Context: an optimization exercise on an open-source flow, tuned for small area, a short achievable clock period and few clock cycles per item. The choices shown serve that exercise and are no tape-out recipe. Where RTL was checked, it was by simulation tests only, not by an equivalence proof against the original. Power is estimated from default activity; no workload was simulated.

==> inputs of trial 7 <==
## xarm_codec_a
module xarm_codec_a (
    input  wire        clk,
    input  wire        rst,
    input  wire        req_valid,
    output wire        req_ready,
    input  wire [7:0]  req_op,
    input  wire [7:0]  req_cmd,
    input  wire [7:0]  req_n,
    input  wire [7:0]  req_rxn,
    input  wire [15:0] req_dur,
    input  wire        in_valid,
    output wire        in_ready,
    input  wire [7:0]  in_data,
    output wire        out_valid,
    input  wire        out_ready,
    output wire [7:0]  out_data,
    output wire        out_last,
    output wire        resp_valid,
    input  wire        resp_ready,
    output wire [7:0]  resp_status,
    output wire [7:0]  resp_reason,
    output wire [15:0] resp_val
);
Settings: LEC_CHECK=0, CAP_MARGIN=20, CORE_MARGIN=2, CORE_UTILIZATION=40, SETUP_SLACK_MARGIN=3.9, SLEW_MARGIN=20; clock period 6.5 ns.
run.sh (not shown) runs the stock make flow with config.mk's settings and CLKGATE_MAP_FILE= SYNTH_SCRIPT=/design/flow/synth_recipe.tcl, a recipe that flattens the netlist after the stock synthesis.
==> inputs of trial 60, as changes to trial 7 <==
--- a/flow/design.v
+++ b/flow/design.v
@@ -41,13 +41,13 @@
     reg [1:0]  tp;         
     reg [1:0]  rpt;        
     reg        sig_ok, cmd_ok, ids_ok;
     reg        lbad;       
     reg [2:0]  pre;        
     reg        dec_win;    
-    reg [7:0]  eid;        
+    reg [4:0]  kr;         
     reg [1:0]  osm;
     reg [5:0]  fidx;       
     reg        pdone;      
     reg        os_cur;     
     reg        pos_todo;   
     reg        pass_todo;  
@@ -137,15 +137,15 @@
     wire is_decpos  = (opc == C_DECPOS);
     wire is_decbatt = (opc == C_DECBATT);
     wire [7:0] j1      = j + 8'd1;
     wire       rx_last = (j1 == rxn);
     wire       pre_ok  = (pre == R_OK);
     wire       dec_ok  = pre_ok && !lbad && sig_ok && cmd_ok;
-    wire k_lt_n   = ({3'b000, k} < n);
+    wire k_lt_n   = (kr != 5'd0);
     wire trip     = is_decpos && (j >= 8'd5) && k_lt_n;
-    wire k_last   = ({3'b000, k} == n - 8'd1);
+    wire k_last   = (kr == 5'd1);
     wire [2:0] hlen = (opc == C_SETPOS) ? 3'd7 :
                       (opc == C_GETPOS || opc == C_STOP) ? 3'd5 : 3'd4;
     wire [6:0] pend = {1'b0, flen} + 7'd2;
     wire o_idle  = (osm == O_IDLE);
     wire o_frame = (osm == O_FRAME);
     wire o_pos   = (osm == O_POS);
@@ -174,13 +174,13 @@
     wire pass_fire  = in_fire && ((mst == M_ERUN) || (m_rx && dec_win));
     wire src_v      = skv || pass_fire;
     wire [7:0] src_d = skv ? skd : in_data;
     wire rx_fire = in_fire && m_rx;
     wire sig_nx  = sig_ok && !(rx_fire && (j < 8'd2) && (in_data != SIG));
     wire cmd_nx  = cmd_ok && !(rx_fire && (j == 8'd3) && (in_data != cmd));
-    wire ids_nx  = ids_ok && !(rx_fire && trip && (tp == 2'd0) && (in_data != eid));
+    wire ids_nx  = ids_ok && !(rx_fire && trip && (tp == 2'd0) && (in_data != lbuf[k]));
     function [2:0] outcome(input s_ok, input c_ok);
         if (!pre_ok)                                                  outcome = pre;
         else if (lbad || !s_ok || !c_ok || (is_decpos && !ids_ok))    outcome = R_PM;
         else                                                          outcome = R_OK;
     endfunction
     wire os_free   = o_idle || (pdone && olast_fire);
@@ -312,25 +312,31 @@
         od_n = ld ? ld_d : od;
         ol_n = ld ? ld_l : ol;
     end
     wire [2:0] c = frame_post ? R_OK : m_rx ? outcome(sig_nx, cmd_nx) : outcome(sig_ok, cmd_ok);
     wire resp_v_n   = frame_post || post_main || (resp_v && !resp_ready);
     wire rv_hold_n  = post_main ? is_decbatt : frame_post ? 1'b0 : rv_hold;
-    wire [6:0] fidx_n7 = {1'b0, fidx_n};
-    reg ir_n;
-    always @(*) begin
-        case (mst_n)
-            M_ERUN:  ir_n = !skv_n && !pdone_n && (fidx_n7 >= {4'b0000, hlen}) && (fidx_n7 < pend) &&
-                            os_cur_n;
-            M_DRAIN: ir_n = (j_n != 8'd0);
-            M_IDS:   ir_n = 1'b1;
-            M_RX:    ir_n = !(resp_v_n && rv_hold_n) &&
-                            (!dec_win_n || (osm_n == O_PASS && !skv_n));
-            default: ir_n = 1'b0;
-        endcase
-    end
+    wire       guard    = !(resp_v && rv_hold);
+    wire [5:0] fidx1    = fidx + 6'd1;
+    wire       pay_cur  = (fidx >= {3'b000, hlen}) && ({1'b0, fidx} < pend);
+    wire       pay_nxt  = (fidx1 >= {3'b000, hlen}) && ({1'b0, fidx1} < pend) && (fidx != 6'd63);
+    wire       erun_keep = (mst == M_ERUN) && !enc_done;
+    wire       ld_frame = ofree && (f_hdr || !f_pay || src_v);
+    wire       ir_erun  = erun_keep && (ld_frame ? pay_nxt : (pay_cur && !skv && !pass_fire));
+    wire [7:0] reload   = is_decpos ? rxn : n;
+    wire       ir_drain = (mst == M_DRAIN) &&
+                          ((j == 8'd0) ? ((rpt != 2'd0) && (reload != 8'd0)) : (!in_fire || (j != 8'd1)));
+    wire       ir_dec   = (mst == M_DEC) && guard && opok && !c_drain && !c_enc &&
+                          ((opc == C_DECPOS) || (c_pre != R_NR));
+    wire       ir_ids   = (mst == M_IDS) && guard && (!(in_fire && k_last) || (pre != R_NR));
+    wire       dw_a     = is_dec && pre_ok && !lbad && sig_ok && cmd_ok &&
+                          (j1 >= 8'd4) && (j1 < n + 8'd4);
+    wire       dwin_n   = in_fire ? (dw_a && !((j == 8'd3) && (in_data != cmd))) : dec_win;
+    wire       pass_n   = pass_start || (o_pass && !(pdone && olast_fire));
+    wire       ir_rx    = m_rx && guard && !(in_fire && rx_last) && (!dwin_n || (pass_n && !skv_n));
+    wire       ir_n     = ir_erun || ir_drain || ir_dec || ir_ids || ir_rx;
     always @(posedge clk) begin
         if (rst) begin
             mst       <= M_IDLE;
             osm       <= O_IDLE;
             pdone     <= 1'b0;
             os_cur    <= 1'b0;
@@ -385,24 +391,25 @@
         end
         if (mst == M_DEC) begin
             flen     <= c_flen;
             pre      <= c_pre;
             lbad     <= c_lbad;
             k        <= 5'd0;
+            kr       <= n[4:0];
             tp       <= 2'd0;
             sig_ok   <= 1'b1;
             cmd_ok   <= 1'b1;
             ids_ok   <= 1'b1;
             rpt      <= (opc == C_SETPOS) ? 2'd2 : (opc == C_DECPOS) ? 2'd1 : 2'd0;
         end
         if (mst == M_DRAIN && j == 8'd0)
             rpt <= rpt - 2'd1;
         if (mst == M_IDS && in_fire) begin
             lbuf[k] <= in_data;
             k       <= k_last ? 5'd0 : k + 5'd1;
-            if (k == 5'd0) eid <= in_data;
+            kr      <= k_last ? n[4:0] : kr - 5'd1;
         end
         if (rx_fire) begin
             sig_ok <= sig_nx;
             cmd_ok <= cmd_nx;
             ids_ok <= ids_nx;
             if (is_decbatt && j == 8'd4) hbuf[0] <= in_data;
@@ -415,13 +422,13 @@
                         tp <= 2'd2;
                     end
                     default: begin
                         hbuf[k] <= in_data;
                         tp  <= 2'd0;
                         k   <= k + 5'd1;
-                        eid <= lbuf[k + 5'd1];
+                        kr  <= kr - 5'd1;
                     end
                 endcase
             end
         end
     end
     assign req_ready   = rr;
- SETUP_SLACK_MARGIN: 3.9 -> 3.3
==> inputs of build 80, as changes to trial 7 <==
--- a/flow/design.v
+++ b/flow/design.v
@@ -41,13 +41,13 @@
     reg [1:0]  tp;         
     reg [1:0]  rpt;        
     reg        sig_ok, cmd_ok, ids_ok;
     reg        lbad;       
     reg [2:0]  pre;        
     reg        dec_win;    
-    reg [7:0]  eid;        
+    reg [4:0]  kr;         
     reg [1:0]  osm;
     reg [5:0]  fidx;       
     reg        pdone;      
     reg        os_cur;     
     reg        pos_todo;   
     reg        pass_todo;  
@@ -137,15 +137,15 @@
     wire is_decpos  = (opc == C_DECPOS);
     wire is_decbatt = (opc == C_DECBATT);
     wire [7:0] j1      = j + 8'd1;
     wire       rx_last = (j1 == rxn);
     wire       pre_ok  = (pre == R_OK);
     wire       dec_ok  = pre_ok && !lbad && sig_ok && cmd_ok;
-    wire k_lt_n   = ({3'b000, k} < n);
+    wire k_lt_n   = (kr != 5'd0);
     wire trip     = is_decpos && (j >= 8'd5) && k_lt_n;
-    wire k_last   = ({3'b000, k} == n - 8'd1);
+    wire k_last   = (kr == 5'd1);
     wire [2:0] hlen = (opc == C_SETPOS) ? 3'd7 :
                       (opc == C_GETPOS || opc == C_STOP) ? 3'd5 : 3'd4;
     wire [6:0] pend = {1'b0, flen} + 7'd2;
     wire o_idle  = (osm == O_IDLE);
     wire o_frame = (osm == O_FRAME);
     wire o_pos   = (osm == O_POS);
@@ -174,13 +174,13 @@
     wire pass_fire  = in_fire && ((mst == M_ERUN) || (m_rx && dec_win));
     wire src_v      = skv || pass_fire;
     wire [7:0] src_d = skv ? skd : in_data;
     wire rx_fire = in_fire && m_rx;
     wire sig_nx  = sig_ok && !(rx_fire && (j < 8'd2) && (in_data != SIG));
     wire cmd_nx  = cmd_ok && !(rx_fire && (j == 8'd3) && (in_data != cmd));
-    wire ids_nx  = ids_ok && !(rx_fire && trip && (tp == 2'd0) && (in_data != eid));
+    wire ids_nx  = ids_ok && !(rx_fire && trip && (tp == 2'd0) && (in_data != lbuf[k]));
     function [2:0] outcome(input s_ok, input c_ok);
         if (!pre_ok)                                                  outcome = pre;
         else if (lbad || !s_ok || !c_ok || (is_decpos && !ids_ok))    outcome = R_PM;
         else                                                          outcome = R_OK;
     endfunction
     wire os_free   = o_idle || (pdone && olast_fire);
@@ -312,25 +312,31 @@
         od_n = ld ? ld_d : od;
         ol_n = ld ? ld_l : ol;
     end
     wire [2:0] c = frame_post ? R_OK : m_rx ? outcome(sig_nx, cmd_nx) : outcome(sig_ok, cmd_ok);
     wire resp_v_n   = frame_post || post_main || (resp_v && !resp_ready);
     wire rv_hold_n  = post_main ? is_decbatt : frame_post ? 1'b0 : rv_hold;
-    wire [6:0] fidx_n7 = {1'b0, fidx_n};
-    reg ir_n;
-    always @(*) begin
-        case (mst_n)
-            M_ERUN:  ir_n = !skv_n && !pdone_n && (fidx_n7 >= {4'b0000, hlen}) && (fidx_n7 < pend) &&
-                            os_cur_n;
-            M_DRAIN: ir_n = (j_n != 8'd0);
-            M_IDS:   ir_n = 1'b1;
-            M_RX:    ir_n = !(resp_v_n && rv_hold_n) &&
-                            (!dec_win_n || (osm_n == O_PASS && !skv_n));
-            default: ir_n = 1'b0;
-        endcase
-    end
+    wire       guard    = !(resp_v && rv_hold);
+    wire [5:0] fidx1    = fidx + 6'd1;
+    wire       pay_cur  = (fidx >= {3'b000, hlen}) && ({1'b0, fidx} < pend);
+    wire       pay_nxt  = (fidx1 >= {3'b000, hlen}) && ({1'b0, fidx1} < pend) && (fidx != 6'd63);
+    wire       erun_keep = (mst == M_ERUN) && !enc_done;
+    wire       ld_frame = ofree && (f_hdr || !f_pay || src_v);
+    wire       ir_erun  = erun_keep && (ld_frame ? pay_nxt : (pay_cur && !skv && !pass_fire));
+    wire [7:0] reload   = is_decpos ? rxn : n;
+    wire       ir_drain = (mst == M_DRAIN) &&
+                          ((j == 8'd0) ? ((rpt != 2'd0) && (reload != 8'd0)) : (!in_fire || (j != 8'd1)));
+    wire       ir_dec   = (mst == M_DEC) && guard && opok && !c_drain && !c_enc &&
+                          ((opc == C_DECPOS) || (c_pre != R_NR));
+    wire       ir_ids   = (mst == M_IDS) && guard && (!(in_fire && k_last) || (pre != R_NR));
+    wire       dw_a     = is_dec && pre_ok && !lbad && sig_ok && cmd_ok &&
+                          (j1 >= 8'd4) && (j1 < n + 8'd4);
+    wire       dwin_n   = in_fire ? (dw_a && !((j == 8'd3) && (in_data != cmd))) : dec_win;
+    wire       pass_n   = pass_start || (o_pass && !(pdone && olast_fire));
+    wire       ir_rx    = m_rx && guard && !(in_fire && rx_last) && (!dwin_n || (pass_n && !skv_n));
+    wire       ir_n     = ir_erun || ir_drain || ir_dec || ir_ids || ir_rx;
     always @(posedge clk) begin
         if (rst) begin
             mst       <= M_IDLE;
             osm       <= O_IDLE;
             pdone     <= 1'b0;
             os_cur    <= 1'b0;
@@ -385,24 +391,25 @@
         end
         if (mst == M_DEC) begin
             flen     <= c_flen;
             pre      <= c_pre;
             lbad     <= c_lbad;
             k        <= 5'd0;
+            kr       <= n[4:0];
             tp       <= 2'd0;
             sig_ok   <= 1'b1;
             cmd_ok   <= 1'b1;
             ids_ok   <= 1'b1;
             rpt      <= (opc == C_SETPOS) ? 2'd2 : (opc == C_DECPOS) ? 2'd1 : 2'd0;
         end
         if (mst == M_DRAIN && j == 8'd0)
             rpt <= rpt - 2'd1;
         if (mst == M_IDS && in_fire) begin
             lbuf[k] <= in_data;
             k       <= k_last ? 5'd0 : k + 5'd1;
-            if (k == 5'd0) eid <= in_data;
+            kr      <= k_last ? n[4:0] : kr - 5'd1;
         end
         if (rx_fire) begin
             sig_ok <= sig_nx;
             cmd_ok <= cmd_nx;
             ids_ok <= ids_nx;
             if (is_decbatt && j == 8'd4) hbuf[0] <= in_data;
@@ -415,13 +422,13 @@
                         tp <= 2'd2;
                     end
                     default: begin
                         hbuf[k] <= in_data;
                         tp  <= 2'd0;
                         k   <= k + 5'd1;
-                        eid <= lbuf[k + 5'd1];
+                        kr  <= kr - 5'd1;
                     end
                 endcase
             end
         end
     end
     assign req_ready   = rr;
==> flow/flow/run.sh (new file) <==
#!/bin/bash
# The standard layout, with plain buf_2 cells as the port buffers instead of
# the delay cells buffer_ports picks on its own.
set -euo pipefail
export BUFFER_PORTS_ARGS="-buffer_cell sky130_fd_sc_hd__buf_2"
bash standard.sh > standard_flow.log 2>&1
==> flow/standard.sh (new file) <==
#!/bin/bash
# synth_recipe.tcl (not shown) runs the flow's synth.tcl, then flattens the netlist and writes it again
# the make line also repeats each setting of config.mk as NAME=value (left out here)
make -C /OpenROAD-flow-scripts/flow DESIGN_CONFIG=/design/flow/config.mk WORK_HOME=/design/flow/orfs CLKGATE_MAP_FILE= SYNTH_SCRIPT=/design/flow/synth_recipe.tcl "${@:-finish}"
- SETUP_SLACK_MARGIN: 3.9 -> 3.3
removed: flow/run.sh
==> results.py <==
metrics = {
    "global_route": {
        "grt_first_pass_wirelength_um": 106000,
    },
    "worst_setup_path": {
        "r2r_start": "n[1]",
        "path_depth": 15,
    },
    "yosys": {
        "synth-xor-area-share_pct": 3.19,
        "synth-seq-cells": 427,
        "synthAdderAreaFrac_pct": 4.35,
        "synth_edf_count": 390,
        "synth_area_leaders": "edfxtp_1 (51%), mux4_2 (8.6%), ha_1 (4.2%), dfxtp_1 (3.2%), mux2i_1 (2.6%)",
        "synthCells": 1781,
    },
    "outcome": {
        "status": "no timing/DRC/antenna violations",
    },
    "cts": {
        "cts_setup_buffers": 57,
    },
    "pwr": {
        "power.share.sequential_pct": 39.9,
        "vdd_drop_max_uv": 196,
    },
    "route": {
        "top_layer_used": "met5",
    },
    "die": {
        "initial_core_util_pct": 40.3,
    },
    "timing": {
        "fmax_ghz": 0.312,
    },
    "place": {
        "placedCellCount": 2550,
    },
}
[end of results for trial 60]
==> results.py <==
metrics = {
    "pwr": {
        "vdd_drop_max_uv": 188,
        "power.share.sequential_pct": 40.3,
    },
    "cts": {
        "cts_setup_buffers": 29,
    },
    "worst_setup_path": {
        "r2r_start": "n[1]",
    },
    "outcome": {
        "status": "no timing/DRC/antenna violations",
    },
    "place": {
        "placedCellCount": 2551,
    },
    "route": {
        "top_layer_used": "met5",
    },
    "yosys": {
        "synth_edf_count": 390,
        "synthCells": 1781,
        "synth-xor-area-share_pct": 3.19,
    },
    "timing": {
        "fmax_ghz": 0.313,
    },
}
[end of results for build 80]
==> results.py <==
metrics = {
    "yosys": {
        "synth_area_leaders": "edfxtp_1 (49%), mux4_2 (11%), ha_1 (4.1%), dfxtp_1 (3.9%), mux2i_1 (2.8%)",
        "synthAdderAreaFrac_pct": 4.18,
        "synth_edf_count": 380,
        "synth-xor-area-share_pct": 3.19,
    },
    "die": {
        "initial_core_util_pct": 40.4,
    },
    "worst_setup_path": {
        "r2r_start": "n[2]",
    },
    "pwr": {
        "vdd_drop_max_uv": 210,
        "power.share.sequential_pct": 34.9,
    },
    "outcome": {
        "status": "no timing/DRC/antenna violations",
    },
    "timing": {
        "fmax_ghz": 0.247,
    },
    "cts": {
        "cts_setup_buffers": 121,
    },
}
[end of results for trial 7]
Testbench counts of trial 60, summed over its fixed seeds: cycles 160,886, items 3,200.
Testbench counts of build 80, summed over its fixed seeds: cycles 160,886, items 3,200.
Function not checked in trial 7: the RTL went through the layout flow alone.

afterwards: timing with drivers on the ports:
In the flow no input, the clock included, has a driving cell. The finished layouts below were timed again as built, in two steps. Step 1 assumes that a clkbuf_16 drives the clock port and a buf_2 every other input. Step 2, shift: input delay + t, output delay - t, t = (earliest + latest rising clock arrival at the registers) / 2. This alone moves slack from input paths to output paths. Slacks: ideal ports / drivers / drivers and shift; pairs: ideal ports / drivers.
| run | t (ns) | setup WS [ns] | worst register clock-pin slew, ns | worst slew at a driven data input, ns |
|---|---|---|---|---|
| trial 7 | 0.660 | 2.444 / 2.444 / 2.044 | 0.07 / 0.07 | 0.09 |
| trial 60 | 0.653 | 3.292 / 3.292 / 2.694 | 0.07 / 0.07 | 0.06 |
| build 80 | 0.656 | 3.301 / 3.301 / 2.764 | 0.07 / 0.07 | 0.07 |
After both steps setup and hold are still met in every run listed. For trial 60, which loses most, drivers alone change the setup slack by 0.000 ns; drivers and shift together by -0.598 ns.
